Context: an optimization exercise on an open-source flow, tuned for small area, a short achievable clock period and few clock cycles per item. The choices shown serve that exercise and are no tape-out recipe.
No functional check of the RTL was part of any run shown here.
Power figures rest on the tool's default switching activity, not on a simulated workload.

File: flow/config.mk
export PLATFORM = sky130hd
export DESIGN_NAME = cnetz_rxdec
export DESIGN_NICKNAME = cnetz_rxdec
export VERILOG_FILES = /design/flow/design.v
export SDC_FILE = /design/flow/constraint.sdc
export NUM_CORES = 4
export LEC_CHECK = 0
export CAP_MARGIN = 20
export CORE_MARGIN = 2
export CORE_UTILIZATION = 40
export SLEW_MARGIN = 20
export SYNTH_HIERARCHICAL = 1
export SYNTH_MINIMUM_KEEP_SIZE = 0
File: flow/constraint.sdc
create_clock -name core_clock -period 10.0 [get_ports {clk}]
set_input_delay 2.0000 -clock core_clock [delete_from_list [all_inputs] [get_ports {clk}]]
set_output_delay 2.0000 -clock core_clock [all_outputs]
set_load 0.01 [all_outputs]
File: flow/design.v
module cnetz_bchdec (input wire [14:0] w, output wire [6:0] data, output wire [1:0] code);
    wire n1; cnetz_x2 u1 (.a(w[2]), .b(w[10]), .y(n1));
    wire n2; cnetz_x2 u2 (.a(w[4]), .b(w[11]), .y(n2));
    wire n3; cnetz_x2 u3 (.a(w[1]), .b(w[13]), .y(n3));
    wire n4; cnetz_x2 u4 (.a(w[1]), .b(w[2]), .y(n4));
    wire n5; cnetz_x2 u5 (.a(w[3]), .b(w[14]), .y(n5));
    wire n6; cnetz_x2 u6 (.a(w[3]), .b(w[4]), .y(n6));
    wire n7; cnetz_x2 u7 (.a(w[7]), .b(w[14]), .y(n7));
    wire n8; cnetz_x2 u8 (.a(w[0]), .b(w[13]), .y(n8));
    wire n9; cnetz_x2 u9 (.a(w[6]), .b(w[9]), .y(n9));
    wire n10; cnetz_x2 u10 (.a(w[11]), .b(w[13]), .y(n10));
    wire n11; cnetz_x2 u11 (.a(w[8]), .b(w[9]), .y(n11));
    wire n12; cnetz_x2 u12 (.a(w[8]), .b(w[10]), .y(n12));
    wire n13; cnetz_x2 u13 (.a(w[4]), .b(w[12]), .y(n13));
    wire n14; cnetz_x2 u14 (.a(w[11]), .b(w[12]), .y(n14));
    wire n15; cnetz_x2 u15 (.a(w[5]), .b(w[7]), .y(n15));
    wire n16; cnetz_x2 u16 (.a(w[5]), .b(w[14]), .y(n16));
    wire n17; cnetz_x2 u17 (.a(w[4]), .b(w[8]), .y(n17));
    wire n18; cnetz_x2 u18 (.a(w[7]), .b(w[13]), .y(n18));
    wire n19; cnetz_x2 u19 (.a(w[0]), .b(w[11]), .y(n19));
    wire n20; cnetz_x2 u20 (.a(w[6]), .b(w[10]), .y(n20));
    wire n21; cnetz_x2 u21 (.a(n3), .b(n16), .y(n21));
    wire n22; cnetz_x2 u22 (.a(n2), .b(n15), .y(n22));
    wire n23; cnetz_x2 u23 (.a(n9), .b(n18), .y(n23));
    wire n24; cnetz_x2 u24 (.a(n6), .b(n20), .y(n24));
    wire n25; cnetz_x2 u25 (.a(n8), .b(n13), .y(n25));
    wire n26; cnetz_x2 u26 (.a(n11), .b(n19), .y(n26));
    wire n27; cnetz_x2 u27 (.a(n4), .b(n17), .y(n27));
    wire n28; cnetz_x2 u28 (.a(n5), .b(n14), .y(n28));
    wire n29; cnetz_x2 u29 (.a(n1), .b(n10), .y(n29));
    wire n30; cnetz_x2 u30 (.a(n7), .b(n12), .y(n30));
    wire n31; cnetz_x2 u31 (.a(n22), .b(n23), .y(n31));
    wire n32; cnetz_x2 u32 (.a(n24), .b(n29), .y(n32));
    wire n33; cnetz_x2 u33 (.a(n27), .b(n28), .y(n33));
    wire n34; cnetz_x2 u34 (.a(n24), .b(n26), .y(n34));
    wire n35; cnetz_x2 u35 (.a(n25), .b(n26), .y(n35));
    wire n36; cnetz_x2 u36 (.a(n27), .b(n29), .y(n36));
    wire n37; cnetz_x2 u37 (.a(n21), .b(n26), .y(n37));
    wire n38; cnetz_x2 u38 (.a(n25), .b(n28), .y(n38));
    wire n39; cnetz_x2 u39 (.a(n32), .b(n38), .y(n39));
    wire n40; cnetz_x2 u40 (.a(n21), .b(n31), .y(n40));
    wire n41; cnetz_x2 u41 (.a(n27), .b(n23), .y(n41));
    wire n42; cnetz_x2 u42 (.a(n35), .b(n36), .y(n42));
    wire n43; cnetz_x2 u43 (.a(n31), .b(n35), .y(n43));
    wire n44; cnetz_x2 u44 (.a(n31), .b(n32), .y(n44));
    wire n45; cnetz_x2 u45 (.a(n21), .b(n34), .y(n45));
    wire n46; cnetz_x2 u46 (.a(n23), .b(n33), .y(n46));
    wire n47; cnetz_x2 u47 (.a(n27), .b(n32), .y(n47));
    wire n48; cnetz_nand2 u48 (.a(n27), .b(n26), .y(n48));
    wire n49; cnetz_nor2 u49 (.a(n43), .b(n30), .y(n49));
    wire n50; cnetz_nand2 u50 (.a(n43), .b(n30), .y(n50));
    wire n51; cnetz_nor2 u51 (.a(n27), .b(n26), .y(n51));
    wire n52; cnetz_o22ai u52 (.a(n48), .b(n49), .c(n50), .d(n51), .y(n52));
    cnetz_x2 u53 (.a(w[8]), .b(n52), .y(data[0]));
    wire n54; cnetz_nand2 u54 (.a(n44), .b(n26), .y(n54));
    wire n55; cnetz_nor2 u55 (.a(n42), .b(n23), .y(n55));
    wire n56; cnetz_nand2 u56 (.a(n42), .b(n23), .y(n56));
    wire n57; cnetz_nor2 u57 (.a(n44), .b(n26), .y(n57));
    wire n58; cnetz_o22ai u58 (.a(n54), .b(n55), .c(n56), .d(n57), .y(n58));
    cnetz_x2 u59 (.a(w[9]), .b(n58), .y(data[1]));
    wire n60; cnetz_nand2 u60 (.a(n24), .b(n42), .y(n60));
    wire n61; cnetz_nor2 u61 (.a(n29), .b(n30), .y(n61));
    wire n62; cnetz_nand2 u62 (.a(n29), .b(n30), .y(n62));
    wire n63; cnetz_nor2 u63 (.a(n24), .b(n42), .y(n63));
    wire n64; cnetz_o22ai u64 (.a(n60), .b(n61), .c(n62), .d(n63), .y(n64));
    cnetz_x2 u65 (.a(w[10]), .b(n64), .y(data[2]));
    wire n66; cnetz_nand2 u66 (.a(n22), .b(n26), .y(n66));
    wire n67; cnetz_nor2 u67 (.a(n29), .b(n28), .y(n67));
    wire n68; cnetz_nand2 u68 (.a(n29), .b(n28), .y(n68));
    wire n69; cnetz_nor2 u69 (.a(n22), .b(n26), .y(n69));
    wire n70; cnetz_o22ai u70 (.a(n66), .b(n67), .c(n68), .d(n69), .y(n70));
    cnetz_x2 u71 (.a(w[11]), .b(n70), .y(data[3]));
    wire n72; cnetz_nand2 u72 (.a(n43), .b(n42), .y(n72));
    wire n73; cnetz_nor2 u73 (.a(n25), .b(n28), .y(n73));
    wire n74; cnetz_nand2 u74 (.a(n25), .b(n28), .y(n74));
    wire n75; cnetz_nor2 u75 (.a(n43), .b(n42), .y(n75));
    wire n76; cnetz_o22ai u76 (.a(n72), .b(n73), .c(n74), .d(n75), .y(n76));
    cnetz_x2 u77 (.a(w[12]), .b(n76), .y(data[4]));
    wire n78; cnetz_nand2 u78 (.a(n23), .b(n29), .y(n78));
    wire n79; cnetz_nor2 u79 (.a(n25), .b(n21), .y(n79));
    wire n80; cnetz_nand2 u80 (.a(n25), .b(n21), .y(n80));
    wire n81; cnetz_nor2 u81 (.a(n23), .b(n29), .y(n81));
    wire n82; cnetz_o22ai u82 (.a(n78), .b(n79), .c(n80), .d(n81), .y(n82));
    cnetz_x2 u83 (.a(w[13]), .b(n82), .y(data[5]));
    wire n84; cnetz_nand2 u84 (.a(n39), .b(n30), .y(n84));
    wire n85; cnetz_nor2 u85 (.a(n28), .b(n21), .y(n85));
    wire n86; cnetz_nand2 u86 (.a(n28), .b(n21), .y(n86));
    wire n87; cnetz_nor2 u87 (.a(n39), .b(n30), .y(n87));
    wire n88; cnetz_o22ai u88 (.a(n84), .b(n85), .c(n86), .d(n87), .y(n88));
    cnetz_x2 u89 (.a(w[14]), .b(n88), .y(data[6]));
    wire [3:0] kc;
    cnetz_cube u_cube (.p({n34, n33, n41, n37}), .k(kc));
    wire n90; cnetz_x2 u90 (.a(kc[0]), .b(n47), .y(n90));
    wire n91; cnetz_x2 u91 (.a(kc[1]), .b(n40), .y(n91));
    wire n92; cnetz_x2 u92 (.a(kc[2]), .b(n46), .y(n92));
    wire n93; cnetz_x2 u93 (.a(kc[3]), .b(n45), .y(n93));
    wire n94; cnetz_or4 u94 (.a(n37), .b(n41), .c(n33), .d(n34), .y(n94));
    wire n95; cnetz_or4 u95 (.a(n47), .b(n40), .c(n46), .d(n45), .y(n95));
    wire n96; cnetz_nand2 u96 (.a(n47), .b(kc[1]), .y(n96));
    wire n97; cnetz_nand2 u97 (.a(n40), .b(kc[0]), .y(n97));
    wire n98; cnetz_nand2 u98 (.a(n46), .b(kc[3]), .y(n98));
    wire n99; cnetz_nand2 u99 (.a(n45), .b(kc[2]), .y(n99));
    wire n100; cnetz_x2 u100 (.a(n96), .b(n97), .y(n100));
    wire n101; cnetz_x2 u101 (.a(n98), .b(n99), .y(n101));
    wire n102; cnetz_xn2 u102 (.a(n100), .b(n101), .y(n102));
    wire n103; cnetz_nor2 u103 (.a(n90), .b(n91), .y(n103));
    wire n104; cnetz_nor2 u104 (.a(n92), .b(n93), .y(n104));
    cnetz_nand2 u105 (.a(n103), .b(n104), .y(code[1]));
    wire n106; cnetz_nor2 u106 (.a(n94), .b(n95), .y(n106));
    cnetz_a31oi u107 (.a(code[1]), .b(n102), .c(n94), .d(n106), .y(code[0]));
endmodule
module cnetz_cube(p, k);
  input [3:0] p;
  wire [3:0] p;
  output [3:0] k;
  wire [3:0] k;
  wire _00_;
  wire _01_;
  wire _02_;
  wire _03_;
  wire _04_;
  wire _05_;
    cnetz_g_or2 _06_ (.A(p[1]), .B(p[2]), .X(k[2]));
    cnetz_g_nand2 _07_ (.A(p[2]), .B(p[0]), .Y(_00_));
    cnetz_g_nand2 _08_ (.A(p[3]), .B(p[1]), .Y(_01_));
    cnetz_g_xor2 _09_ (.A(_00_), .B(_01_), .X(k[1]));
    cnetz_g_nand2b _10_ (.A_N(p[0]), .B(p[1]), .Y(_02_));
    cnetz_g_nand3 _11_ (.A(p[3]), .B(p[2]), .C(_02_), .Y(_03_));
    cnetz_g_or3 _12_ (.A(p[2]), .B(p[0]), .C(_01_), .X(_04_));
    cnetz_g_nand3b _13_ (.A_N(p[3]), .B(p[1]), .C(p[0]), .Y(_05_));
    cnetz_g_nand3 _14_ (.A(_03_), .B(_04_), .C(_05_), .Y(k[0]));
    cnetz_g_or2 _15_ (.A(p[3]), .B(p[0]), .X(k[3]));
endmodule
module cnetz_g_or2 (input wire A, input wire B, output wire X);
    assign X = (A) | (B);
endmodule
module cnetz_g_nand2 (input wire A, input wire B, output wire Y);
    assign Y = (~A) | (~B);
endmodule
module cnetz_g_xor2 (input wire A, input wire B, output wire X);
    assign X = (A&~B) | (~A&B);
endmodule
module cnetz_g_nand2b (input wire A_N, input wire B, output wire Y);
    assign Y = (A_N) | (~B);
endmodule
module cnetz_g_nand3 (input wire A, input wire B, input wire C, output wire Y);
    assign Y = (~A) | (~B) | (~C);
endmodule
module cnetz_g_or3 (input wire A, input wire B, input wire C, output wire X);
    assign X = (A) | (B) | (C);
endmodule
module cnetz_g_nand3b (input wire A_N, input wire B, input wire C, output wire Y);
    assign Y = (A_N) | (~B) | (~C);
endmodule
module cnetz_a2 (input wire a, input wire b, output wire y);
    assign y = a & b;
endmodule
module cnetz_a21o (input wire a, input wire b, input wire c, output wire y);
    assign y = (a & b) | c;
endmodule
module cnetz_a31oi (input wire a, input wire b, input wire c, input wire d, output wire y);
    assign y = ~((a & b & c) | d);
endmodule
module cnetz_maj (input wire a, input wire b, input wire c, output wire y);
    assign y = (a & b) | (a & c) | (b & c);
endmodule
module cnetz_nand2 (input wire a, input wire b, output wire y);
    assign y = ~(a & b);
endmodule
module cnetz_nand4 (input wire a, input wire b, input wire c, input wire d, output wire y);
    assign y = ~(a & b & c & d);
endmodule
module cnetz_nor2 (input wire a, input wire b, output wire y);
    assign y = ~(a | b);
endmodule
module cnetz_o21ai (input wire a, input wire b, input wire c, output wire y);
    assign y = ~((a | b) & c);
endmodule
module cnetz_o22ai (input wire a, input wire b, input wire c, input wire d, output wire y);
    assign y = ~((a | b) & (c | d));
endmodule
module cnetz_or2 (input wire a, input wire b, output wire y);
    assign y = a | b;
endmodule
module cnetz_or4 (input wire a, input wire b, input wire c, input wire d, output wire y);
    assign y = a | b | c | d;
endmodule
module cnetz_x2 (input wire a, input wire b, output wire y);
    assign y = a ^ b;
endmodule
module cnetz_xn2 (input wire a, input wire b, output wire y);
    assign y = ~(a ^ b);
endmodule
module cnetz_rxdec (
    input  wire         clk,
    input  wire         rst,           
    input  wire         in_valid,
    output wire         in_ready,
    input  wire [149:0] in_frame,
    output reg          out_valid,
    input  wire         out_ready,
    output reg  [2:0]   out_stat,      
    output wire [63:0]  out_payload,
    output wire [5:0]   out_pad,
    output wire [19:0]  out_eflags,    
    output wire [4:0]   out_errcnt
);
    localparam [2:0] ST_OK        = 3'd1;
    localparam [2:0] ST_CORRECTED = 3'd2;
    localparam [2:0] ST_UNCORR    = 3'd3;
    localparam [2:0] ST_IDLE      = 3'd4;
    wire [14:0] word [0:9];
    wire [6:0]  data [0:9];
    wire [1:0]  code [0:9];
    genvar g, c;
    generate
        for (g = 0; g < 10; g = g + 1) begin : lane
            for (c = 0; c < 15; c = c + 1) begin : bitmap
                assign word[g][14-c] = in_frame[149 - (10*c + g)];
            end
            cnetz_bchdec u_dec (
                .w    (word[g]),
                .data (data[g]),
                .code (code[g])
            );
        end
    endgenerate
    reg [69:0] info_r;       
    reg [19:0] code_r;       
    cnetz_or2 u_in_ready (.a(!out_valid), .b(out_ready), .y(in_ready));
    wire load = !out_valid || out_ready;
    always @(posedge clk) begin
        if (rst)
            out_valid <= 1'b0;
        else if (load)
            out_valid <= in_valid;
    end
    always @(posedge clk) begin
        if (load) begin
            info_r <= {data[0], data[1], data[2], data[3], data[4],
                       data[5], data[6], data[7], data[8], data[9]};
            code_r <= {code[9], code[8], code[7], code[6], code[5],
                       code[4], code[3], code[2], code[1], code[0]};
        end
    end
    assign out_payload = info_r[69:6];
    assign out_pad     = info_r[5:0];
    assign out_eflags  = code_r;
    wire [9:0] c_lo, c_hi;
    generate
        for (g = 0; g < 10; g = g + 1) begin : split
            assign c_lo[g] = code_r[2*g];
            assign c_hi[g] = code_r[2*g+1];
        end
    endgenerate
    wire [14:0] psum;        
    wire        idle;
    cnetz_ecsum u_errcnt (.a(c_lo), .b(c_hi), .o(out_errcnt), .ps(psum));
    cnetz_idle  u_idle   (.p(out_payload), .idle(idle));
    wire any_fail = |(c_lo & c_hi);
    always @* begin
        if (any_fail)
            out_stat = ST_UNCORR;
        else if (idle)
            out_stat = ST_IDLE;
        else if (!(|psum))
            out_stat = ST_OK;
        else
            out_stat = ST_CORRECTED;
    end
endmodule
module cnetz_ecsum (input wire [9:0] a, input wire [9:0] b, output wire [4:0] o, output wire [14:0] ps);
    cnetz_x2 ue1 (.a(a[0]), .b(a[1]), .y(ps[0]));
    wire e2; cnetz_x2 ue2 (.a(b[0]), .b(b[1]), .y(e2));
    cnetz_a21o ue3 (.a(a[0]), .b(a[1]), .c(e2), .y(ps[1]));
    cnetz_a2 ue4 (.a(b[0]), .b(b[1]), .y(ps[2]));
    cnetz_x2 ue5 (.a(a[2]), .b(a[3]), .y(ps[3]));
    wire e6; cnetz_x2 ue6 (.a(b[2]), .b(b[3]), .y(e6));
    cnetz_a21o ue7 (.a(a[2]), .b(a[3]), .c(e6), .y(ps[4]));
    cnetz_a2 ue8 (.a(b[2]), .b(b[3]), .y(ps[5]));
    cnetz_x2 ue9 (.a(a[4]), .b(a[5]), .y(ps[6]));
    wire e10; cnetz_x2 ue10 (.a(b[4]), .b(b[5]), .y(e10));
    cnetz_a21o ue11 (.a(a[4]), .b(a[5]), .c(e10), .y(ps[7]));
    cnetz_a2 ue12 (.a(b[4]), .b(b[5]), .y(ps[8]));
    cnetz_x2 ue13 (.a(a[6]), .b(a[7]), .y(ps[9]));
    wire e14; cnetz_x2 ue14 (.a(b[6]), .b(b[7]), .y(e14));
    cnetz_a21o ue15 (.a(a[6]), .b(a[7]), .c(e14), .y(ps[10]));
    cnetz_a2 ue16 (.a(b[6]), .b(b[7]), .y(ps[11]));
    cnetz_x2 ue17 (.a(a[8]), .b(a[9]), .y(ps[12]));
    wire e18; cnetz_x2 ue18 (.a(b[8]), .b(b[9]), .y(e18));
    cnetz_a21o ue19 (.a(a[8]), .b(a[9]), .c(e18), .y(ps[13]));
    cnetz_a2 ue20 (.a(b[8]), .b(b[9]), .y(ps[14]));
    wire e21; cnetz_x2 ue21 (.a(ps[0]), .b(ps[3]), .y(e21));
    wire e22; cnetz_x2 ue22 (.a(e21), .b(ps[6]), .y(e22));
    wire e23; cnetz_maj ue23 (.a(ps[0]), .b(ps[3]), .c(ps[6]), .y(e23));
    wire e24; cnetz_x2 ue24 (.a(ps[9]), .b(ps[12]), .y(e24));
    cnetz_x2 ue25 (.a(e24), .b(e22), .y(o[0]));
    wire e26; cnetz_maj ue26 (.a(ps[9]), .b(ps[12]), .c(e22), .y(e26));
    wire e27; cnetz_x2 ue27 (.a(ps[1]), .b(ps[4]), .y(e27));
    wire e28; cnetz_x2 ue28 (.a(e27), .b(ps[7]), .y(e28));
    wire e29; cnetz_maj ue29 (.a(ps[1]), .b(ps[4]), .c(ps[7]), .y(e29));
    wire e30; cnetz_x2 ue30 (.a(ps[10]), .b(ps[13]), .y(e30));
    wire e31; cnetz_x2 ue31 (.a(e30), .b(e23), .y(e31));
    wire e32; cnetz_maj ue32 (.a(ps[10]), .b(ps[13]), .c(e23), .y(e32));
    wire e33; cnetz_x2 ue33 (.a(e28), .b(e31), .y(e33));
    cnetz_x2 ue34 (.a(e33), .b(e26), .y(o[1]));
    wire e35; cnetz_maj ue35 (.a(e28), .b(e31), .c(e26), .y(e35));
    wire e36; cnetz_x2 ue36 (.a(ps[2]), .b(ps[5]), .y(e36));
    wire e37; cnetz_x2 ue37 (.a(e36), .b(ps[8]), .y(e37));
    wire e38; cnetz_maj ue38 (.a(ps[2]), .b(ps[5]), .c(ps[8]), .y(e38));
    wire e39; cnetz_x2 ue39 (.a(ps[11]), .b(ps[14]), .y(e39));
    wire e40; cnetz_x2 ue40 (.a(e39), .b(e37), .y(e40));
    wire e41; cnetz_maj ue41 (.a(ps[11]), .b(ps[14]), .c(e37), .y(e41));
    wire e42; cnetz_x2 ue42 (.a(e29), .b(e32), .y(e42));
    wire e43; cnetz_x2 ue43 (.a(e42), .b(e40), .y(e43));
    wire e44; cnetz_maj ue44 (.a(e29), .b(e32), .c(e40), .y(e44));
    wire e45; cnetz_x2 ue45 (.a(e38), .b(e41), .y(e45));
    wire e46; cnetz_x2 ue46 (.a(e45), .b(e44), .y(e46));
    wire e47; cnetz_maj ue47 (.a(e38), .b(e41), .c(e44), .y(e47));
    cnetz_x2 ue48 (.a(e43), .b(e35), .y(o[2]));
    wire e49; cnetz_a2 ue49 (.a(e43), .b(e35), .y(e49));
    cnetz_x2 ue50 (.a(e46), .b(e49), .y(o[3]));
    wire e51; cnetz_a2 ue51 (.a(e46), .b(e49), .y(e51));
    cnetz_x2 ue52 (.a(e47), .b(e51), .y(o[4]));
    wire e53; cnetz_a2 ue53 (.a(e47), .b(e51), .y(e53));
endmodule
module cnetz_idle (input wire [63:0] p, output wire idle);
    wire i1; cnetz_nand4 ui1 (.a(p[0]), .b(p[1]), .c(p[2]), .d(p[3]), .y(i1));
    wire i2; cnetz_nand4 ui2 (.a(p[4]), .b(p[5]), .c(p[6]), .d(p[7]), .y(i2));
    wire i3; cnetz_nand4 ui3 (.a(p[8]), .b(p[9]), .c(p[10]), .d(p[11]), .y(i3));
    wire i4; cnetz_nand4 ui4 (.a(p[12]), .b(p[13]), .c(p[14]), .d(p[15]), .y(i4));
    wire i5; cnetz_nand4 ui5 (.a(p[16]), .b(p[17]), .c(p[18]), .d(p[19]), .y(i5));
    wire i6; cnetz_nand4 ui6 (.a(p[20]), .b(p[21]), .c(p[22]), .d(p[23]), .y(i6));
    wire i7; cnetz_nand4 ui7 (.a(p[24]), .b(p[25]), .c(p[26]), .d(p[27]), .y(i7));
    wire i8; cnetz_nand4 ui8 (.a(p[28]), .b(p[29]), .c(p[30]), .d(p[31]), .y(i8));
    wire i9; cnetz_nand4 ui9 (.a(p[32]), .b(p[33]), .c(p[34]), .d(p[35]), .y(i9));
    wire i10; cnetz_nand4 ui10 (.a(p[36]), .b(p[37]), .c(p[38]), .d(p[39]), .y(i10));
    wire i11; cnetz_nand4 ui11 (.a(p[40]), .b(p[41]), .c(p[42]), .d(p[43]), .y(i11));
    wire i12; cnetz_nand4 ui12 (.a(p[44]), .b(p[45]), .c(p[46]), .d(p[47]), .y(i12));
    wire i13; cnetz_nand4 ui13 (.a(p[48]), .b(p[49]), .c(p[50]), .d(p[51]), .y(i13));
    wire i14; cnetz_nand4 ui14 (.a(p[52]), .b(p[53]), .c(p[54]), .d(p[55]), .y(i14));
    wire i15; cnetz_nand4 ui15 (.a(p[56]), .b(p[57]), .c(p[58]), .d(p[59]), .y(i15));
    wire i16; cnetz_nand4 ui16 (.a(p[60]), .b(p[61]), .c(p[62]), .d(p[63]), .y(i16));
    wire i17; cnetz_nor2 ui17 (.a(i1), .b(i2), .y(i17));
    wire i18; cnetz_nor2 ui18 (.a(i3), .b(i4), .y(i18));
    wire i19; cnetz_nor2 ui19 (.a(i5), .b(i6), .y(i19));
    wire i20; cnetz_nor2 ui20 (.a(i7), .b(i8), .y(i20));
    wire i21; cnetz_nor2 ui21 (.a(i9), .b(i10), .y(i21));
    wire i22; cnetz_nor2 ui22 (.a(i11), .b(i12), .y(i22));
    wire i23; cnetz_nor2 ui23 (.a(i13), .b(i14), .y(i23));
    wire i24; cnetz_nor2 ui24 (.a(i15), .b(i16), .y(i24));
    wire i25; cnetz_nand4 ui25 (.a(i17), .b(i18), .c(i19), .d(i20), .y(i25));
    wire i26; cnetz_nand4 ui26 (.a(i21), .b(i22), .c(i23), .d(i24), .y(i26));
    wire i27; cnetz_nor2 ui27 (.a(p[0]), .b(p[1]), .y(i27));
    wire i28; cnetz_nor2 ui28 (.a(p[2]), .b(p[3]), .y(i28));
    wire i29; cnetz_nor2 ui29 (.a(p[4]), .b(p[5]), .y(i29));
    wire i30; cnetz_nor2 ui30 (.a(p[6]), .b(p[7]), .y(i30));
    wire i31; cnetz_nor2 ui31 (.a(p[8]), .b(p[9]), .y(i31));
    wire i32; cnetz_nor2 ui32 (.a(p[10]), .b(p[11]), .y(i32));
    wire i33; cnetz_nor2 ui33 (.a(p[12]), .b(p[13]), .y(i33));
    wire i34; cnetz_nor2 ui34 (.a(p[14]), .b(p[15]), .y(i34));
    wire i35; cnetz_nor2 ui35 (.a(p[16]), .b(p[17]), .y(i35));
    wire i36; cnetz_nor2 ui36 (.a(p[18]), .b(p[19]), .y(i36));
    wire i37; cnetz_nor2 ui37 (.a(p[20]), .b(p[21]), .y(i37));
    wire i38; cnetz_nor2 ui38 (.a(p[22]), .b(p[23]), .y(i38));
    wire i39; cnetz_nor2 ui39 (.a(p[24]), .b(p[25]), .y(i39));
    wire i40; cnetz_nor2 ui40 (.a(p[26]), .b(p[27]), .y(i40));
    wire i41; cnetz_nor2 ui41 (.a(p[28]), .b(p[29]), .y(i41));
    wire i42; cnetz_nor2 ui42 (.a(p[30]), .b(p[31]), .y(i42));
    wire i43; cnetz_nor2 ui43 (.a(p[32]), .b(p[33]), .y(i43));
    wire i44; cnetz_nor2 ui44 (.a(p[34]), .b(p[35]), .y(i44));
    wire i45; cnetz_nor2 ui45 (.a(p[36]), .b(p[37]), .y(i45));
    wire i46; cnetz_nor2 ui46 (.a(p[38]), .b(p[39]), .y(i46));
    wire i47; cnetz_nor2 ui47 (.a(p[40]), .b(p[41]), .y(i47));
    wire i48; cnetz_nor2 ui48 (.a(p[42]), .b(p[43]), .y(i48));
    wire i49; cnetz_nor2 ui49 (.a(p[44]), .b(p[45]), .y(i49));
    wire i50; cnetz_nor2 ui50 (.a(p[46]), .b(p[47]), .y(i50));
    wire i51; cnetz_nor2 ui51 (.a(p[48]), .b(p[49]), .y(i51));
    wire i52; cnetz_nor2 ui52 (.a(p[50]), .b(p[51]), .y(i52));
    wire i53; cnetz_nor2 ui53 (.a(p[52]), .b(p[53]), .y(i53));
    wire i54; cnetz_nor2 ui54 (.a(p[54]), .b(p[55]), .y(i54));
    wire i55; cnetz_nor2 ui55 (.a(p[56]), .b(p[57]), .y(i55));
    wire i56; cnetz_nor2 ui56 (.a(p[58]), .b(p[59]), .y(i56));
    wire i57; cnetz_nor2 ui57 (.a(p[60]), .b(p[61]), .y(i57));
    wire i58; cnetz_nor2 ui58 (.a(p[62]), .b(p[63]), .y(i58));
    wire i59; cnetz_nand4 ui59 (.a(i27), .b(i28), .c(i29), .d(i30), .y(i59));
    wire i60; cnetz_nand4 ui60 (.a(i31), .b(i32), .c(i33), .d(i34), .y(i60));
    wire i61; cnetz_nand4 ui61 (.a(i35), .b(i36), .c(i37), .d(i38), .y(i61));
    wire i62; cnetz_nand4 ui62 (.a(i39), .b(i40), .c(i41), .d(i42), .y(i62));
    wire i63; cnetz_nand4 ui63 (.a(i43), .b(i44), .c(i45), .d(i46), .y(i63));
    wire i64; cnetz_nand4 ui64 (.a(i47), .b(i48), .c(i49), .d(i50), .y(i64));
    wire i65; cnetz_nand4 ui65 (.a(i51), .b(i52), .c(i53), .d(i54), .y(i65));
    wire i66; cnetz_nand4 ui66 (.a(i55), .b(i56), .c(i57), .d(i58), .y(i66));
    wire i67; cnetz_nor2 ui67 (.a(i59), .b(i60), .y(i67));
    wire i68; cnetz_nor2 ui68 (.a(i61), .b(i62), .y(i68));
    wire i69; cnetz_nor2 ui69 (.a(i63), .b(i64), .y(i69));
    wire i70; cnetz_nor2 ui70 (.a(i65), .b(i66), .y(i70));
    wire i71; cnetz_nand4 ui71 (.a(i67), .b(i68), .c(i69), .d(i70), .y(i71));
    cnetz_o21ai ui72 (.a(i25), .b(i26), .c(i71), .y(idle));
endmodule
File: flow/flow/run.sh
#!/bin/bash
# The standard layout (standard.sh), with plain buf_1 cells as the port buffers.
export BUFFER_PORTS_ARGS="-buffer_cell sky130_fd_sc_hd__buf_1"
bash standard.sh > standard_run.log 2>&1
File: flow/standard.sh
#!/bin/bash
# synth_recipe.tcl (not shown) runs the flow's synth.tcl, then flattens the netlist and writes it again
# the make line also repeats each setting of config.mk as NAME=value (left out here)
make -C /OpenROAD-flow-scripts/flow DESIGN_CONFIG=/design/flow/config.mk WORK_HOME=/design/flow/orfs CLKGATE_MAP_FILE= SYNTH_SCRIPT=/design/flow/synth_recipe.tcl "${@:-finish}"
==> metrics.md, run 1 <==
| Metric | Value |
|---|---|
| Yosys top cell area share | 48.4% |
| Antenna Violating Nets Remaining | 0 |
| Largest net degree at the start of global routing | 57 |
| Antenna violations before repair | 0 |
| Worst-Skew Late Latency | 0.36 ns |
| Fin. max-slew vios | 0 |
| Setup_tns | 0 ns |
| Hold Buf Count CTS | 0 |
| Top post-synthesis cells by area | xor2_1, edfxtp_1, nor2_1, nand2_1, o22ai_1 |
| DR top layer | met4 |
| NetSw | 0.00202 W |
| Root Buffer | clkbuf_16 |
| P&R area growth vs syn | 14.9% |
| Metal3 WL | 1190 um |
| Setup Skew | 0.00805 ns |
| Slowest CP cell | edfxtp_1 |
| Top FF cell, synth | edfxtp_1 |
| Top Ports | 254 |
| Dominant cell type by area after synthesis | xor2_1 |
| Critical path class | flop to primary output |
| Clk slew on worst S/H paths | 0.07 ns |
| Switching Share | 50.7% |
| Crit path buffers/inverters | 1 |
| CTS tree | yes |
| Nets | 1824 |
| Cell family with most CP delay | XOR/XNOR gates |
| Internal power | 0.00196 W |
| CP startpoint kind | flop |
| Gr usage total | 19.1% |
| Seq pwr share | 21.9% |
| Run status | complete, no violations |
| Initial DRC count | 509 |
| Via density | 4.89 |
| WP data required | 8.00 ns |
| Vias in the first global route | 9520 |
| Largest fanout on the critical path | 4 |
| Clock sinks | 91 |
| Shortest period the worst path allows | 4.88 ns |
| Finished Cell Area | 13300 sq um |
| Via Count | 10073 |
| Routed Wire Length | 29500 um |
| Met2 wire length | 13500 um |
| Post-Place Cell Area | 13000 sq um |
| Slew @ Worst Pin | 0.781 ns |
| Final setup fails | 0 |
| First-pass GRT wire length | 47500 um |
| Post-CTS Setup Bufs | 0 |
| DR WL/cell | 14.3 um |
| Seq cells post-synth | 91 |
| Mapped Nets | 1559 |
| CTS Buf Count | 9 |
| CP max stage delay | 0.53 ns |
| Combinational group share of total power | 69.5% |
| Worst Hold Class | flop to flop |
| GRT overflow | 0 |
| Layout cell share with drive strength beyond 1 | 1.79% |
| Die span in x | 174 um |
| Rows | 62 |
| Final hold violation count | 0 |
| Synth Instances | 1405 |
| M1 wire length | 14500 um |
| Most used cell, CP | xor2_1 |
| Max Clk Rate | 0.205 GHz |
| Mapped Area | 11600 sq um |
| Die Span Y | 174 um |
| Worst slew margin | 47.8% |
| ANT cells | 0 |
| GPL Wtd Cong | 0.858 |
| Core Region | 28600 sq um |
| HPWL after DPL | 24300 um |
| Clock share of power | 8.6% |
| Count leader, synth | xor2_1 |
| Warnings, synthesis | 7 |
| DRC | 0 |
| Number of synthesized flops with an enable pin | 90 |
| RSZ-0062 raised after global routing | no |
| Worst Path Arrival | 2.88 ns |
| Critical Path Sink Type | primary output |
| Post-synth cell types | 29 |
| TritonRoute pass-1 iters | 5 |
| CP Cell Sequence | xor2_1, maj3_2, maj3_2, xor2_1, xor2_1, and2_1, and2_1, xor2_1, buf_1 |
| PD cells | 299 nW/um^2 |
| Period utilisation layout | 48.8% |
| Top cells by count, synth | xor2_1, nor2_1, nand2_1, edfxtp_1, o22ai_1 |
| Post-CTS Resized | 0 |
| Asr flop ratio synth | 0% |
| Starting Density | 40.5% |
| LEAKAGE | 5.37 nW |
| Htree depth | 3 |
| Sequential share of the synthesized area | 23.5% |
| Die area | 30400 sq um |
| Peak supply drop | 0.000146 V |
| IO buf count | 253 |
| Clock buffer depth | 2 |
| Syn avg cell area | 8.26 sq um |
| Max Cap Violations | 0 |
-- worst reg2reg max path, delay by kind of cell, from the launching register on --
kind / cells / cell delay, ns
buf+inv: 1 / 0.74
flops: 1 / 0.35
simple gates: 1 / 0.43
-- stage by stage --
step                      util [%]  cells  setup WS, ns  hold WS (ns)  power [W]
after floorplan                  -   1405          5.33          2.07    0.00297
after global placement        45.6   2043          5.21         0.962    0.00359
after detailed placement      45.6   2043          5.13         0.978    0.00365
after CTS                     46.6   2059          5.11         0.995    0.00401
after global routing          46.6   2059          4.97          1.05    0.00438
final                         46.6   2059          5.12         0.945    0.00398
-- cell families (layout without fill, tap and decap cells) --
group | after synthesis | after routing | synth area share (%)
AO/OA/AOI/OAI | 94 | 94 | 5.27
XOR/XNOR | 651 | 651 | 49.1
adder cells (fa/ha/maj) | 9 | 9 | 0.873
buffers and inverters | 2 | 272 | 0.0647
flip-flops | 91 | 91 | 23.5
AND/OR/NAND/NOR | 558 | 558 | 21.2
-- Yosys stat by module (local to each module, per instance), a selection --
module,flops+latches,area [sq um],times used,cells
cnetz_x2,0,8.76,631,1
cnetz_o21ai,0,5.00,1,1
cnetz_nand4,0,6.26,27,1
cnetz_rxdec,91,2870,1,110
cnetz_a2,0,6.26,7,1
cnetz_g_xor2,0,8.76,10,1
cnetz_g_or3,0,6.26,10,1
cnetz_maj,0,11.3,9,1
-- power groups by stage --
stage	combinational [W]	clock, W	sequential, W
final	0.00277	0.000341	0.000874
after global routing	0.00311	0.000368	0.000901
after CTS	0.00278	0.000358	0.000876
after detailed placement	0.00277	0	0.000881
after global placement	0.00271	0	0.000879
after floorplan	0.00207	0	0.000897
-- cells in the final DEF (no fill, tap or decap), drive strengths merged, types with 11 or more instances in the layout --
cell type  count
nand2b        11
nand4         28
or4           20
clkbuf        12
or2           21
o22ai         70
nor2         214
nand2        210
nand3         21
buf          254
xor2         641
edfxtp        90
-- routing by layer --
layer	GRT usage (%)	vias up
met5	0	-
met4	4.34	0
met3	1.90	23
met2	31.6	233
met1	26.8	4621
li1	-	5196
-- final cells by class --
type | count | area [sq um]
well taps | 384 | 480
repair buffers | 254 | 957
flip-flops and latches | 91 | 2720
fillers | 2884 | 15300
clock inverters | 4 | 32.5
clock buffers | 12 | 256
inverters | 2 | 7.51
multi-input cells | 1312 | 8880
-- registers in the layout, summed over array words and instances (netlist names) --
signal	cells
code_r	20
info_r	70
out_valid	1
-- final timing paths --
path | startpoint | end | slack [ns] | cells after the start
setup reg to reg | out_valid | info_r[42] | 8.10 | 2
hold / removal | out_valid | out_valid | 0.95 | 2
hold reg to reg | out_valid | out_valid | 0.95 | 2
setup / recovery | code_r[8] | out_errcnt[4] | 5.12 | 9
==> run 2: changes to the inputs <==
--- a/flow/design.v
+++ b/flow/design.v
@@ -1,113 +1,74 @@
 module cnetz_bchdec (input wire [14:0] w, output wire [6:0] data, output wire [1:0] code);
-    wire n1; cnetz_x2 u1 (.a(w[2]), .b(w[10]), .y(n1));
-    wire n2; cnetz_x2 u2 (.a(w[4]), .b(w[11]), .y(n2));
+    wire n1; cnetz_x2 u1 (.a(w[0]), .b(w[4]), .y(n1));
+    wire n2; cnetz_x2 u2 (.a(w[1]), .b(w[8]), .y(n2));
     wire n3; cnetz_x2 u3 (.a(w[1]), .b(w[13]), .y(n3));
-    wire n4; cnetz_x2 u4 (.a(w[1]), .b(w[2]), .y(n4));
-    wire n5; cnetz_x2 u5 (.a(w[3]), .b(w[14]), .y(n5));
-    wire n6; cnetz_x2 u6 (.a(w[3]), .b(w[4]), .y(n6));
-    wire n7; cnetz_x2 u7 (.a(w[7]), .b(w[14]), .y(n7));
-    wire n8; cnetz_x2 u8 (.a(w[0]), .b(w[13]), .y(n8));
-    wire n9; cnetz_x2 u9 (.a(w[6]), .b(w[9]), .y(n9));
-    wire n10; cnetz_x2 u10 (.a(w[11]), .b(w[13]), .y(n10));
-    wire n11; cnetz_x2 u11 (.a(w[8]), .b(w[9]), .y(n11));
-    wire n12; cnetz_x2 u12 (.a(w[8]), .b(w[10]), .y(n12));
-    wire n13; cnetz_x2 u13 (.a(w[4]), .b(w[12]), .y(n13));
-    wire n14; cnetz_x2 u14 (.a(w[11]), .b(w[12]), .y(n14));
-    wire n15; cnetz_x2 u15 (.a(w[5]), .b(w[7]), .y(n15));
-    wire n16; cnetz_x2 u16 (.a(w[5]), .b(w[14]), .y(n16));
-    wire n17; cnetz_x2 u17 (.a(w[4]), .b(w[8]), .y(n17));
-    wire n18; cnetz_x2 u18 (.a(w[7]), .b(w[13]), .y(n18));
-    wire n19; cnetz_x2 u19 (.a(w[0]), .b(w[11]), .y(n19));
-    wire n20; cnetz_x2 u20 (.a(w[6]), .b(w[10]), .y(n20));
-    wire n21; cnetz_x2 u21 (.a(n3), .b(n16), .y(n21));
-    wire n22; cnetz_x2 u22 (.a(n2), .b(n15), .y(n22));
-    wire n23; cnetz_x2 u23 (.a(n9), .b(n18), .y(n23));
-    wire n24; cnetz_x2 u24 (.a(n6), .b(n20), .y(n24));
-    wire n25; cnetz_x2 u25 (.a(n8), .b(n13), .y(n25));
-    wire n26; cnetz_x2 u26 (.a(n11), .b(n19), .y(n26));
-    wire n27; cnetz_x2 u27 (.a(n4), .b(n17), .y(n27));
-    wire n28; cnetz_x2 u28 (.a(n5), .b(n14), .y(n28));
-    wire n29; cnetz_x2 u29 (.a(n1), .b(n10), .y(n29));
-    wire n30; cnetz_x2 u30 (.a(n7), .b(n12), .y(n30));
-    wire n31; cnetz_x2 u31 (.a(n22), .b(n23), .y(n31));
-    wire n32; cnetz_x2 u32 (.a(n24), .b(n29), .y(n32));
-    wire n33; cnetz_x2 u33 (.a(n27), .b(n28), .y(n33));
-    wire n34; cnetz_x2 u34 (.a(n24), .b(n26), .y(n34));
-    wire n35; cnetz_x2 u35 (.a(n25), .b(n26), .y(n35));
-    wire n36; cnetz_x2 u36 (.a(n27), .b(n29), .y(n36));
-    wire n37; cnetz_x2 u37 (.a(n21), .b(n26), .y(n37));
-    wire n38; cnetz_x2 u38 (.a(n25), .b(n28), .y(n38));
-    wire n39; cnetz_x2 u39 (.a(n32), .b(n38), .y(n39));
-    wire n40; cnetz_x2 u40 (.a(n21), .b(n31), .y(n40));
-    wire n41; cnetz_x2 u41 (.a(n27), .b(n23), .y(n41));
-    wire n42; cnetz_x2 u42 (.a(n35), .b(n36), .y(n42));
-    wire n43; cnetz_x2 u43 (.a(n31), .b(n35), .y(n43));
-    wire n44; cnetz_x2 u44 (.a(n31), .b(n32), .y(n44));
-    wire n45; cnetz_x2 u45 (.a(n21), .b(n34), .y(n45));
-    wire n46; cnetz_x2 u46 (.a(n23), .b(n33), .y(n46));
-    wire n47; cnetz_x2 u47 (.a(n27), .b(n32), .y(n47));
-    wire n48; cnetz_nand2 u48 (.a(n27), .b(n26), .y(n48));
-    wire n49; cnetz_nor2 u49 (.a(n43), .b(n30), .y(n49));
-    wire n50; cnetz_nand2 u50 (.a(n43), .b(n30), .y(n50));
-    wire n51; cnetz_nor2 u51 (.a(n27), .b(n26), .y(n51));
-    wire n52; cnetz_o22ai u52 (.a(n48), .b(n49), .c(n50), .d(n51), .y(n52));
-    cnetz_x2 u53 (.a(w[8]), .b(n52), .y(data[0]));
-    wire n54; cnetz_nand2 u54 (.a(n44), .b(n26), .y(n54));
-    wire n55; cnetz_nor2 u55 (.a(n42), .b(n23), .y(n55));
-    wire n56; cnetz_nand2 u56 (.a(n42), .b(n23), .y(n56));
-    wire n57; cnetz_nor2 u57 (.a(n44), .b(n26), .y(n57));
-    wire n58; cnetz_o22ai u58 (.a(n54), .b(n55), .c(n56), .d(n57), .y(n58));
-    cnetz_x2 u59 (.a(w[9]), .b(n58), .y(data[1]));
-    wire n60; cnetz_nand2 u60 (.a(n24), .b(n42), .y(n60));
-    wire n61; cnetz_nor2 u61 (.a(n29), .b(n30), .y(n61));
-    wire n62; cnetz_nand2 u62 (.a(n29), .b(n30), .y(n62));
-    wire n63; cnetz_nor2 u63 (.a(n24), .b(n42), .y(n63));
-    wire n64; cnetz_o22ai u64 (.a(n60), .b(n61), .c(n62), .d(n63), .y(n64));
-    cnetz_x2 u65 (.a(w[10]), .b(n64), .y(data[2]));
-    wire n66; cnetz_nand2 u66 (.a(n22), .b(n26), .y(n66));
-    wire n67; cnetz_nor2 u67 (.a(n29), .b(n28), .y(n67));
-    wire n68; cnetz_nand2 u68 (.a(n29), .b(n28), .y(n68));
-    wire n69; cnetz_nor2 u69 (.a(n22), .b(n26), .y(n69));
-    wire n70; cnetz_o22ai u70 (.a(n66), .b(n67), .c(n68), .d(n69), .y(n70));
-    cnetz_x2 u71 (.a(w[11]), .b(n70), .y(data[3]));
-    wire n72; cnetz_nand2 u72 (.a(n43), .b(n42), .y(n72));
-    wire n73; cnetz_nor2 u73 (.a(n25), .b(n28), .y(n73));
-    wire n74; cnetz_nand2 u74 (.a(n25), .b(n28), .y(n74));
-    wire n75; cnetz_nor2 u75 (.a(n43), .b(n42), .y(n75));
-    wire n76; cnetz_o22ai u76 (.a(n72), .b(n73), .c(n74), .d(n75), .y(n76));
-    cnetz_x2 u77 (.a(w[12]), .b(n76), .y(data[4]));
-    wire n78; cnetz_nand2 u78 (.a(n23), .b(n29), .y(n78));
-    wire n79; cnetz_nor2 u79 (.a(n25), .b(n21), .y(n79));
-    wire n80; cnetz_nand2 u80 (.a(n25), .b(n21), .y(n80));
-    wire n81; cnetz_nor2 u81 (.a(n23), .b(n29), .y(n81));
-    wire n82; cnetz_o22ai u82 (.a(n78), .b(n79), .c(n80), .d(n81), .y(n82));
-    cnetz_x2 u83 (.a(w[13]), .b(n82), .y(data[5]));
-    wire n84; cnetz_nand2 u84 (.a(n39), .b(n30), .y(n84));
-    wire n85; cnetz_nor2 u85 (.a(n28), .b(n21), .y(n85));
-    wire n86; cnetz_nand2 u86 (.a(n28), .b(n21), .y(n86));
-    wire n87; cnetz_nor2 u87 (.a(n39), .b(n30), .y(n87));
-    wire n88; cnetz_o22ai u88 (.a(n84), .b(n85), .c(n86), .d(n87), .y(n88));
-    cnetz_x2 u89 (.a(w[14]), .b(n88), .y(data[6]));
+    wire n4; cnetz_x2 u4 (.a(w[0]), .b(w[8]), .y(n4));
+    wire n5; cnetz_x2 u5 (.a(w[3]), .b(w[10]), .y(n5));
+    wire n6; cnetz_x2 u6 (.a(w[7]), .b(w[11]), .y(n6));
+    wire n7; cnetz_x2 u7 (.a(w[6]), .b(w[9]), .y(n7));
+    wire n8; cnetz_x2 u8 (.a(w[3]), .b(w[12]), .y(n8));
+    wire n9; cnetz_x2 u9 (.a(w[9]), .b(w[11]), .y(n9));
+    wire n10; cnetz_x2 u10 (.a(w[2]), .b(w[11]), .y(n10));
+    wire n11; cnetz_x2 u11 (.a(w[11]), .b(w[14]), .y(n11));
+    wire n12; cnetz_x2 u12 (.a(w[10]), .b(w[13]), .y(n12));
+    wire n13; cnetz_x2 u13 (.a(w[12]), .b(w[13]), .y(n13));
+    wire n14; cnetz_x2 u14 (.a(w[5]), .b(w[14]), .y(n14));
+    wire n15; cnetz_x2 u15 (.a(w[4]), .b(w[6]), .y(n15));
+    wire n16; cnetz_x2 u16 (.a(w[7]), .b(w[13]), .y(n16));
+    wire n17; cnetz_x2 u17 (.a(n1), .b(n13), .y(n17));
+    wire n18; cnetz_x2 u18 (.a(w[4]), .b(w[5]), .y(n18));
+    wire n19; cnetz_x2 u19 (.a(w[2]), .b(w[4]), .y(n19));
+    wire n20; cnetz_x2 u20 (.a(n3), .b(n14), .y(n20));
+    wire n21; cnetz_x2 u21 (.a(n10), .b(n12), .y(n21));
+    wire n22; cnetz_x2 u22 (.a(n2), .b(n19), .y(n22));
+    wire n23; cnetz_x2 u23 (.a(n7), .b(n16), .y(n23));
+    wire n24; cnetz_x2 u24 (.a(n4), .b(n9), .y(n24));
+    wire n25; cnetz_x2 u25 (.a(n6), .b(n18), .y(n25));
+    wire n26; cnetz_x2 u26 (.a(n8), .b(n11), .y(n26));
+    wire n27; cnetz_x2 u27 (.a(n5), .b(n15), .y(n27));
+    wire n28; cnetz_x2 u28 (.a(n27), .b(n21), .y(n28));
+    wire n29; cnetz_x2 u29 (.a(n25), .b(n23), .y(n29));
+    wire n30; cnetz_x2 u30 (.a(n22), .b(n26), .y(n30));
+    wire n31; cnetz_x2 u31 (.a(n24), .b(n17), .y(n31));
+    wire n32; cnetz_x2 u32 (.a(n24), .b(n20), .y(n32));
+    wire n33; cnetz_x2 u33 (.a(n22), .b(n21), .y(n33));
+    wire n34; cnetz_x2 u34 (.a(n22), .b(n23), .y(n34));
+    wire n35; cnetz_x2 u35 (.a(n26), .b(n17), .y(n35));
+    wire n36; cnetz_x2 u36 (.a(n28), .b(n35), .y(n36));
+    wire n37; cnetz_x2 u37 (.a(n25), .b(n33), .y(n37));
+    wire n38; cnetz_x2 u38 (.a(n27), .b(n32), .y(n38));
+    wire n39; cnetz_x2 u39 (.a(n24), .b(n27), .y(n39));
+    wire n40; cnetz_x2 u40 (.a(n31), .b(n33), .y(n40));
+    wire n41; cnetz_x2 u41 (.a(n29), .b(n31), .y(n41));
+    wire n42; cnetz_x2 u42 (.a(n28), .b(n29), .y(n42));
+    wire n43; cnetz_x2 u43 (.a(n23), .b(n30), .y(n43));
+    wire n44; cnetz_x2 u44 (.a(n20), .b(n37), .y(n44));
+    wire n45; cnetz_x2 u45 (.a(n20), .b(n29), .y(n45));
+    wire n46; cnetz_x2 u46 (.a(n22), .b(n28), .y(n46));
+    cnetz_thx u47 (.w(w[8]), .a(n22), .b(n24), .c(n41), .d(n44), .y(data[0]));
+    cnetz_thx u48 (.w(w[9]), .a(n42), .b(n24), .c(n40), .d(n23), .y(data[1]));
+    cnetz_thx u49 (.w(w[10]), .a(n27), .b(n40), .c(n21), .d(n44), .y(data[2]));
+    cnetz_thx u50 (.w(w[11]), .a(n25), .b(n24), .c(n21), .d(n26), .y(data[3]));
+    cnetz_thx u51 (.w(w[12]), .a(n41), .b(n40), .c(n17), .d(n26), .y(data[4]));
+    cnetz_thx u52 (.w(w[13]), .a(n23), .b(n21), .c(n17), .d(n20), .y(data[5]));
+    cnetz_thx u53 (.w(w[14]), .a(n36), .b(n44), .c(n26), .d(n20), .y(data[6]));
     wire [3:0] kc;
-    cnetz_cube u_cube (.p({n34, n33, n41, n37}), .k(kc));
-    wire n90; cnetz_x2 u90 (.a(kc[0]), .b(n47), .y(n90));
-    wire n91; cnetz_x2 u91 (.a(kc[1]), .b(n40), .y(n91));
-    wire n92; cnetz_x2 u92 (.a(kc[2]), .b(n46), .y(n92));
-    wire n93; cnetz_x2 u93 (.a(kc[3]), .b(n45), .y(n93));
-    wire n94; cnetz_or4 u94 (.a(n37), .b(n41), .c(n33), .d(n34), .y(n94));
-    wire n95; cnetz_or4 u95 (.a(n47), .b(n40), .c(n46), .d(n45), .y(n95));
-    wire n96; cnetz_nand2 u96 (.a(n47), .b(kc[1]), .y(n96));
-    wire n97; cnetz_nand2 u97 (.a(n40), .b(kc[0]), .y(n97));
-    wire n98; cnetz_nand2 u98 (.a(n46), .b(kc[3]), .y(n98));
-    wire n99; cnetz_nand2 u99 (.a(n45), .b(kc[2]), .y(n99));
-    wire n100; cnetz_x2 u100 (.a(n96), .b(n97), .y(n100));
-    wire n101; cnetz_x2 u101 (.a(n98), .b(n99), .y(n101));
-    wire n102; cnetz_xn2 u102 (.a(n100), .b(n101), .y(n102));
-    wire n103; cnetz_nor2 u103 (.a(n90), .b(n91), .y(n103));
-    wire n104; cnetz_nor2 u104 (.a(n92), .b(n93), .y(n104));
-    cnetz_nand2 u105 (.a(n103), .b(n104), .y(code[1]));
-    wire n106; cnetz_nor2 u106 (.a(n94), .b(n95), .y(n106));
-    cnetz_a31oi u107 (.a(code[1]), .b(n102), .c(n94), .d(n106), .y(code[0]));
+    cnetz_cube u_cube (.p({n39, n30, n34, n32}), .k(kc));
+    wire n54; cnetz_xn2 u54 (.a(kc[0]), .b(n46), .y(n54));
+    wire n55; cnetz_xn2 u55 (.a(kc[1]), .b(n45), .y(n55));
+    wire n56; cnetz_xn2 u56 (.a(kc[2]), .b(n43), .y(n56));
+    wire n57; cnetz_xn2 u57 (.a(kc[3]), .b(n38), .y(n57));
+    wire n58; cnetz_or4 u58 (.a(n32), .b(n34), .c(n30), .d(n39), .y(n58));
+    wire n59; cnetz_nand2 u59 (.a(n46), .b(kc[1]), .y(n59));
+    wire n60; cnetz_nand2 u60 (.a(n45), .b(kc[0]), .y(n60));
+    wire n61; cnetz_nand2 u61 (.a(n43), .b(kc[3]), .y(n61));
+    wire n62; cnetz_nand2 u62 (.a(n38), .b(kc[2]), .y(n62));
+    wire n63; cnetz_x2 u63 (.a(n59), .b(n60), .y(n63));
+    wire n64; cnetz_x2 u64 (.a(n61), .b(n62), .y(n64));
+    wire n65; cnetz_xn2 u65 (.a(n63), .b(n64), .y(n65));
+    cnetz_nand4 u66 (.a(n54), .b(n55), .c(n56), .d(n57), .y(code[1]));
+    wire n67; cnetz_nor2 u67 (.a(n58), .b(code[1]), .y(n67));
+    cnetz_a31oi u68 (.a(code[1]), .b(n65), .c(n58), .d(n67), .y(code[0]));
 endmodule
 module cnetz_cube(p, k);
   input [3:0] p;
@@ -176,15 +137,15 @@
 module cnetz_o21ai (input wire a, input wire b, input wire c, output wire y);
     assign y = ~((a | b) & c);
 endmodule
-module cnetz_o22ai (input wire a, input wire b, input wire c, input wire d, output wire y);
-    assign y = ~((a | b) & (c | d));
-endmodule
 module cnetz_or2 (input wire a, input wire b, output wire y);
     assign y = a | b;
 endmodule
 module cnetz_or4 (input wire a, input wire b, input wire c, input wire d, output wire y);
     assign y = a | b | c | d;
 endmodule
+module cnetz_thx (input wire w, input wire a, input wire b, input wire c, input wire d, output wire y);
+    assign y = w ^ ((a & b & (c | d)) | (c & d & (a | b)));
+endmodule
 module cnetz_x2 (input wire a, input wire b, output wire y);
     assign y = a ^ b;
 endmodule
@@ -320,9 +281,7 @@
     cnetz_x2 ue48 (.a(e43), .b(e35), .y(o[2]));
     wire e49; cnetz_a2 ue49 (.a(e43), .b(e35), .y(e49));
     cnetz_x2 ue50 (.a(e46), .b(e49), .y(o[3]));
-    wire e51; cnetz_a2 ue51 (.a(e46), .b(e49), .y(e51));
-    cnetz_x2 ue52 (.a(e47), .b(e51), .y(o[4]));
-    wire e53; cnetz_a2 ue53 (.a(e47), .b(e51), .y(e53));
+    cnetz_a21o ue51 (.a(e46), .b(e49), .c(e47), .y(o[4]));
 endmodule
 module cnetz_idle (input wire [63:0] p, output wire idle);
     wire i1; cnetz_nand4 ui1 (.a(p[0]), .b(p[1]), .c(p[2]), .d(p[3]), .y(i1));
==> run 2 against run 1 <==
- power grew 0.42%
- utilization increased by 0.12 points
- critical path type unchanged
- flip-flop and latch count stayed put
- largest power group unchanged
==> metrics.md, run 2 <==
| Metric | Value |
|---|---|
| Fill count | 2752 (-4.6%) |
| Via Count | 9560 (-5.1%) |
| Clock buffer depth | 2 (unchanged) |
| Fin. max-slew vios | 0 (unchanged) |
| CP startpoint kind | flop |
| Reg2Reg Setup Slack | 8.11 ns (about the same) |
| CP Cell Sequence | xor2_1, maj3_2, maj3_2, maj3_2, maj3_2, a21o_1, buf_1 |
| Max reg flops | 70 (unchanged) |
| Syn avg cell area | 9.16 sq um (+11%) |
| Synth Instances | 1224 (-13%) |
| Slowest CP cell | edfxtp_1 |
| Top Ports | 254 (unchanged) |
| Via density | 5.11 (+4.4%) |
| Top reg by flops | info_r |
| Top post-synthesis cells by area | xor2_1, edfxtp_1, o211ai_1, nand2_1, xnor2_1 |
| Period utilisation layout | 47.7% (-1.1 points) |
| Warnings, synthesis | 7 (unchanged) |
| Antenna Violating Nets Remaining | 0 (unchanged) |
| Gr usage total | 19.2% (+0.11 points) |
| Worst slew margin | 42.6% (-5.2 points) |
| TritonRoute pass-1 iters | 5 (unchanged) |
| HPWL after DPL | 23700 um (-2.7%) |
| Setup_tns | 0 ns (unchanged) |
| Max Cap Violations | 0 (unchanged) |
| IO buf count | 253 (unchanged) |
| Starting Density | 40.5% (-0.082 points) |
| Sequential share of the synthesized area | 24.3% (+0.83 points) |
| Antenna violations before repair | 0 (unchanged) |
| Post-CTS Resized | 0 (unchanged) |
| Hold Buf Count CTS | 0 (unchanged) |
| Max Clk Rate | 0.210 GHz (+2.3%) |
| CP max stage delay | 0.53 ns (about the same) |
| Largest fanout on the critical path | 4 (unchanged) |
| Cell family with most CP delay | adder cells |
| Slew @ Worst Pin | 0.861 ns (+0.0800 ns) |
| Asr flop ratio synth | 0% (unchanged) |
| Top FF cell, synth | edfxtp_1 |
| Crit path buffers/inverters | 1 (unchanged) |
| Clk slew on worst S/H paths | 0.08 ns (about the same) |
| Run status | complete, no violations |
| Die span in x | 171 um (-1.7%) |
| Shortest period the worst path allows | 4.77 ns (-0.110 ns) |
| GRT overflow | 0 (unchanged) |
| Initial DRC count | 481 (-5.5%) |
| Layout cell share with drive strength beyond 1 | 1.87% (+0.083 points) |
| Htree depth | 3 (unchanged) |
| P&R area growth vs syn | 15.5% |
| Biggest regs | info_r (70), code_r (20), out_valid (1) |
| GPL Wtd Cong | 0.828 (-3.5%) |
| Clock sinks | 91 (unchanged) |
| Top cells by count, synth | xor2_1, o211ai_1, nand2_1, edfxtp_1, nor2_1 |
| Peak supply drop | 0.000137 V (-6.2%) |
| Mapped Nets | 1378 (-12%) |
| Core Region | 27700 sq um (-3.2%) |
| Yosys top cell area share | 46.1% (-2.3 points) |
| Critical path class | flop to primary output |
| Commonest non-fill, non-tap cell in the layout | xor2_1 |
| Worst-Skew Late Latency | 0.35 ns (about the same) |
| Vias in the first global route | 8975 (-5.7%) |
| Mapped Area | 11200 sq um (-3.4%) |
| CTS Buf Count | 9 (unchanged) |
| LEAKAGE | 4.98 nW (-7.3%) |
| Final hold violation count | 0 (unchanged) |
| Nets | 1643 (-9.9%) |
| Routed Wire Length | 28600 um (-2.9%) |
| Worst Path Arrival | 2.77 ns (-0.11 ns) |
| CTS tree | yes |
| PD cells | 309 nW/um^2 (+3.5%) |
| Rows | 61 (-1.6%) |
| Non-Filler Instances | 1872 (-9.1%) |
| DR WL/cell | 15.3 um (+6.8%) |
| Die area | 29400 sq um (-3.3%) |
| First-pass GRT wire length | 45100 um (-4.9%) |
| DRC | 0 (unchanged) |
| Seq cells post-synth | 91 (unchanged) |
| WP data required | 8.00 ns (about the same) |
| Final setup fails | 0 (unchanged) |
| Post-synth cell types | 28 (-3.4%) |
| Root Buffer | clkbuf_16 |
| Dominant cell type by area after synthesis | xor2_1 |
| Largest net degree at the start of global routing | 63 (+11%) |
| Post-CTS Setup Bufs | 0 (unchanged) |
| ANT cells | 0 (unchanged) |
| Critical Path Sink Type | primary output |
| Placed Cells | 1856 (-9.2%) |
| Setup Skew | 0.00804 ns (-0.0000110 ns) |
| RSZ-0062 raised after global routing | no |
| Most used cell, CP | maj3_2 |
| Die Span Y | 171 um (-1.7%) |
| Worst Hold Class | flop to flop |
| Count leader, synth | xor2_1 |
| Most frequent cells in the layout | xor2_1, buf_1, o211ai_1 |
| Number of synthesized flops with an enable pin | 90 (unchanged) |
run 2: cell count changes after synthesis:
cell      before  now
nand4_1       28   38
and2_1         7    6
or4_1         20   10
xor2_1       641  590
o211ai_1       1  141
nor2_1       214   54
nand2_1      210  130
xnor2_1       10   50
a21o_1         5    6
o22ai_1       70    0
run 2: modules after synthesis, one instance, submodules excluded, excerpt:
module / times used / cell area [sq um] / flops+latches
cnetz_maj: 9 / 11.3 / 0
cnetz_or4: 10 / 7.51 / 0
cnetz_a2: 6 / 6.26 / 0
cnetz_g_nand3b: 10 / 7.51 / 0
cnetz_g_nand2: 20 / 3.75 / 0
cnetz_g_nand3: 20 / 5.00 / 0
cnetz_g_or2: 20 / 6.26 / 0
cnetz_g_or3: 10 / 6.26 / 0
cnetz_g_nand2b: 10 / 6.26 / 0
run 2: power by group:
part	total [W]	internal [W]	switching, W
combinational	0.00277	0.00110	0.00167
sequential	0.000876	0.000705	0.000171
clock	0.000358	0.000202	0.000156
run 2: worst register-to-register path, delay by kind of cell, from the launching register on:
kind	cells	cell delay, ns
buffers and inverters	1	0.77
and+or+nand+nor	1	0.36
DFF	1	0.35
run 2: path summary, 6_finish.rpt:
kind              depth (start not counted)             to  startpoint
setup / recovery                          7  out_errcnt[4]   code_r[8]
hold / removal                            2      out_valid   out_valid
setup reg to reg                          2     info_r[24]   out_valid
hold reg to reg                           2      out_valid   out_valid
run 2: cell families after synthesis:
| kind of cell | Yosys count | synth area share (%) |
|---|---|---|
| flip-flops | 91 | 24.3 |
| AND/OR/NAND/NOR | 317 | 13.7 |
| AO/OA/AOI/OAI | 165 | 11.0 |
| adder cells (fa/ha/maj) | 9 | 0.904 |
| buffers and inverters | 2 | 0.0670 |
| XOR/XNOR | 640 | 50.0 |
run 2: area by class of cell:
class / instances / area [sq um] / area share, %
clock buffer: 13 / 250 / 1.93
clock inverter: 3 / 46.3 / 0.358
timing repair buffer: 254 / 957 / 7.40
multi-input combinational: 1131 / 8490 / 65.6
sequential: 91 / 2720 / 21.0
tap: 378 / 473 / 3.65
inverter: 2 / 7.51 / 0.0580
run 2: per-stage QoR:
step | worst slack, ns | hold slack [ns] | area [sq um] | total power, W | util [%]
after floorplan | 5.33 | 2.07 | 11200 | 0.00299 | -
after global placement | 5.30 | 0.876 | 12600 | 0.00360 | 45.6
after detailed placement | 5.21 | 0.910 | 12600 | 0.00366 | 45.6
after CTS | 5.19 | 0.911 | 12900 | 0.00403 | 46.7
after global routing | 5.06 | 0.978 | 12900 | 0.00440 | 46.7
final | 5.23 | 0.873 | 12900 | 0.00400 | 46.7
run 2: per-layer routing:
layer	up-vias	share of wire (%)	track usage [%]
met5	-	0	0
met4	0	1.4	4.24
met3	21	5.3	2.83
met2	238	47	31.8
met1	4492	47	26.4
li1	4809	-	-
==> run 3: changes to the inputs <==
--- a/flow/config.mk
+++ b/flow/config.mk
@@ -8,6 +8,7 @@
 export CAP_MARGIN = 20
 export CORE_MARGIN = 2
 export CORE_UTILIZATION = 40
+export CTS_BUF_LIST = sky130_fd_sc_hd__clkbuf_8
 export SLEW_MARGIN = 20
 export SYNTH_HIERARCHICAL = 1
 export SYNTH_MINIMUM_KEEP_SIZE = 0
==> run 3 against run 2 <==
- sequential share of layout area grew 0.17 points
- first-iteration DRC count grew 2.1%
- synthesized cell count is the same
- largest cell class unchanged
- sequential power is essentially flat
- count of clock-buffer cells in the layout shrank 3
- still clean on timing, DRC and antenna
==> metrics.md, run 3 <==
| Metric | Value |
|---|---|
| Run status | complete, no violations |
| PD cells | 304 nW/um^2 (-1.6%) |
| Shortest period the worst path allows | 4.81 ns (+0.0377 ns) |
| Cell family with most CP delay | adder cells |
| Final setup fails | 0 (unchanged) |
| Antenna Violating Nets Remaining | 0 (unchanged) |
| Core Region | 27700 sq um (unchanged) |
| Die Span Y | 171 um (unchanged) |
| Fin util | 46.3% (-0.37 points) |
| Top post-synthesis cells by area | xor2_1, edfxtp_1, o211ai_1, nand2_1, xnor2_1 |
| Number of synthesized flops with an enable pin | 90 (unchanged) |
| Post-CTS Setup Bufs | 0 (unchanged) |
| Setup Skew | 0.0126 ns (+0.00451 ns) |
| Htree depth | 3 (unchanged) |
| Fill count | 2763 (+0.40%) |
| Via Count | 9571 (+0.12%) |
| Nets | 1643 (unchanged) |
| Top cells by count, synth | xor2_1, o211ai_1, nand2_1, edfxtp_1, nor2_1 |
| Clock sinks | 91 (unchanged) |
| Final setup margin | 5.19 ns (-0.0377 ns) |
| Commonest non-fill, non-tap cell in the layout | xor2_1 |
| NetSw | 0.00198 W (-0.54%) |
| Setup_tns | 0 ns (unchanged) |
| Mux contribution to synthesized area | 0% (unchanged) |
| Max Clk Rate | 0.208 GHz (-0.78%) |
| ANT cells | 0 (unchanged) |
| M1 wire length | 13400 um (+0.55%) |
| Worst-Skew Late Latency | 0.37 ns (+0.02 ns) |
| Seq cells post-synth | 91 (unchanged) |
| Post-Synth Adder-Cell Area | 0.904% (unchanged) |
| P&R area growth vs syn | 14.6% |
| Post-CTS Resized | 0 (unchanged) |
| Metal3 WL | 1450 um (-4.4%) |
| DRC | 0 (unchanged) |
| Routed Wire Length | 28600 um (about the same) |
| Rows | 61 (unchanged) |
| Starting Density | 40.5% (unchanged) |
| Final hold violation count | 0 (unchanged) |
| Most frequent cells in the layout | xor2_1, buf_1, o211ai_1 |
| Gr usage total | 19.2% (unchanged) |
| XOR/XNOR Fraction of Synth Area | 50.0% (unchanged) |
| Worst slew margin | 42.7% (+0.057 points) |
| Worst Hold Class | flop to flop |
| RSZ-0062 raised after global routing | no |
| Antenna violations before repair | 0 (unchanged) |
| Mapped Area | 11200 sq um (unchanged) |
| IO buf count | 253 (unchanged) |
| Layout cell share with drive strength beyond 1 | 1.87% (unchanged) |
| CTS tree | yes |
| Via density | 5.11 (+0.12%) |
| Combinational group share of total power | 70.8% (+1.7 points) |
| Register area | 2720 sq um (unchanged) |
| Finished Cell Area | 12800 sq um (-0.78%) |
| Asr flop ratio synth | 0% (unchanged) |
| Clock share of power | 6.8% (-2.2 points) |
| HPWL after DPL | 23700 um (unchanged) |
| Hold Buf Count CTS | 0 (unchanged) |
| Sequential share of the synthesized area | 24.3% (unchanged) |
| Max reg flops | 70 (unchanged) |
| Switching Share | 50.8% (+0.91 points) |
| Seq pwr share | 22.4% (+0.5 points) |
| Complex-gate fraction of the synthesized area | 11.0% (unchanged) |
| Largest fanout on the critical path | 4 (unchanged) |
| Top Ports | 254 (unchanged) |
| Post-Place Cell Area | 12600 sq um (unchanged) |
| Die span in x | 171 um (unchanged) |
| Mapped Nets | 1378 (unchanged) |
| Syn avg cell area | 9.16 sq um (unchanged) |
| Combinational family with the most area after synthesis | XOR/XNOR gates |
| CP startpoint kind | flop |
| Final Power | 0.00391 W (-2.3%) |
## run 3: cell counts after synthesis
No cell type changed its count.
## run 3: area by class of cell
cell class              instances  share of cell area [%]
well taps                     378                    3.68
clock inverters                 6                   0.448
repair buffers                254                    7.45
inverters                       2                  0.0585
flip-flops and latches         91                    21.2
clock buffers                  10                    1.07
multi-input cells            1131                    66.1
## run 3: worst reg2reg max path, stage by stage, from the launching register on
cell	delay (ns)
dfxtp_1	0.36
nand2b_4	0.36
buf_4	0.77
## run 3: final timing paths
path	depth (start not counted)	slack, ns	to	start
min	2	0.88	out_valid	out_valid
min reg2reg	2	0.88	out_valid	out_valid
max	7	5.19	out_errcnt[4]	code_r[8]
max reg2reg	2	8.10	info_r[24]	out_valid
## run 3: power groups by stage
stage	Clock, W	Combinational, W	Sequential [W]
floorplan	0	0.00208	0.000907
global placement	0	0.00271	0.000885
detailed placement	0	0.00277	0.000884
CTS	0.000282	0.00278	0.000877
global route	0.000298	0.00312	0.000896
finish	0.000267	0.00276	0.000876
## run 3: per-module statistics from Yosys, one instance, submodules excluded, excerpt
| module | cells | cell area [sq um] | copies in the design |
|---|---|---|---|
| cnetz_a21o | 1 | 7.51 | 6 |
| cnetz_g_nand2 | 1 | 3.75 | 20 |
| cnetz_x2 | 1 | 8.76 | 510 |
| cnetz_g_or2 | 1 | 6.26 | 20 |
| cnetz_g_nand3 | 1 | 5.00 | 20 |
| cnetz_g_or3 | 1 | 6.26 | 10 |
| cnetz_o21ai | 1 | 5.00 | 1 |
| cnetz_xn2 | 1 | 8.76 | 50 |
| cnetz_or4 | 1 | 7.51 | 10 |
| cnetz_thx | 4 | 27.5 | 70 |
| cnetz_g_xor2 | 1 | 8.76 | 10 |
| cnetz_g_nand2b | 1 | 6.26 | 10 |
| cnetz_maj | 1 | 11.3 | 9 |
| cnetz_a2 | 1 | 6.26 | 6 |
| cnetz_g_nand3b | 1 | 7.51 | 10 |
## run 3: cell families after synthesis
group / Yosys count
and+or+nand+nor: 317
DFF: 91
adders and majority gates: 9
AOI/OAI and AO/OA: 165
buffers and inverters: 2
xor gates and xnor gates: 640
## run 3: through the flow
stage,hold slack [ns],cells
after floorplan,2.07,1224
final,0.878,1872
after detailed placement,0.910,1856
after global routing,0.983,1872
after CTS,0.916,1872
after global placement,0.876,1856
## run 3: routing by layer
layer / track usage, % / vias up
met5: 0 / -
met4: 4.24 / 0
met3: 2.83 / 21
met2: 31.8 / 228
met1: 26.4 / 4516
li1: - / 4806

re-timing with driven ports:
How much do the figures lean on ideal ports? The routed layouts below were timed once more, with nothing changed but the port constraints.
Step 1, drivers: a clkbuf_16 drives clk and a buf_2 each remaining input, both assumed.
Step 2, shift: input delay + t, output delay - t, t = (earliest + latest rising clock arrival at the registers) / 2. This alone moves slack from input paths to output paths.
Three values: no drivers, after step 1, after step 2; two values: the first two.
| run | t, ns | setup WS [ns] |
|---|---|---|
| run 1 | 0.390 | 5.121 / 5.080 / 5.088 |
| run 2 | 0.388 | 5.231 / 5.189 / 5.199 |
| run 3 | 0.410 | 5.193 / 5.156 / 5.209 |
After both steps setup and hold are still met in every run listed.
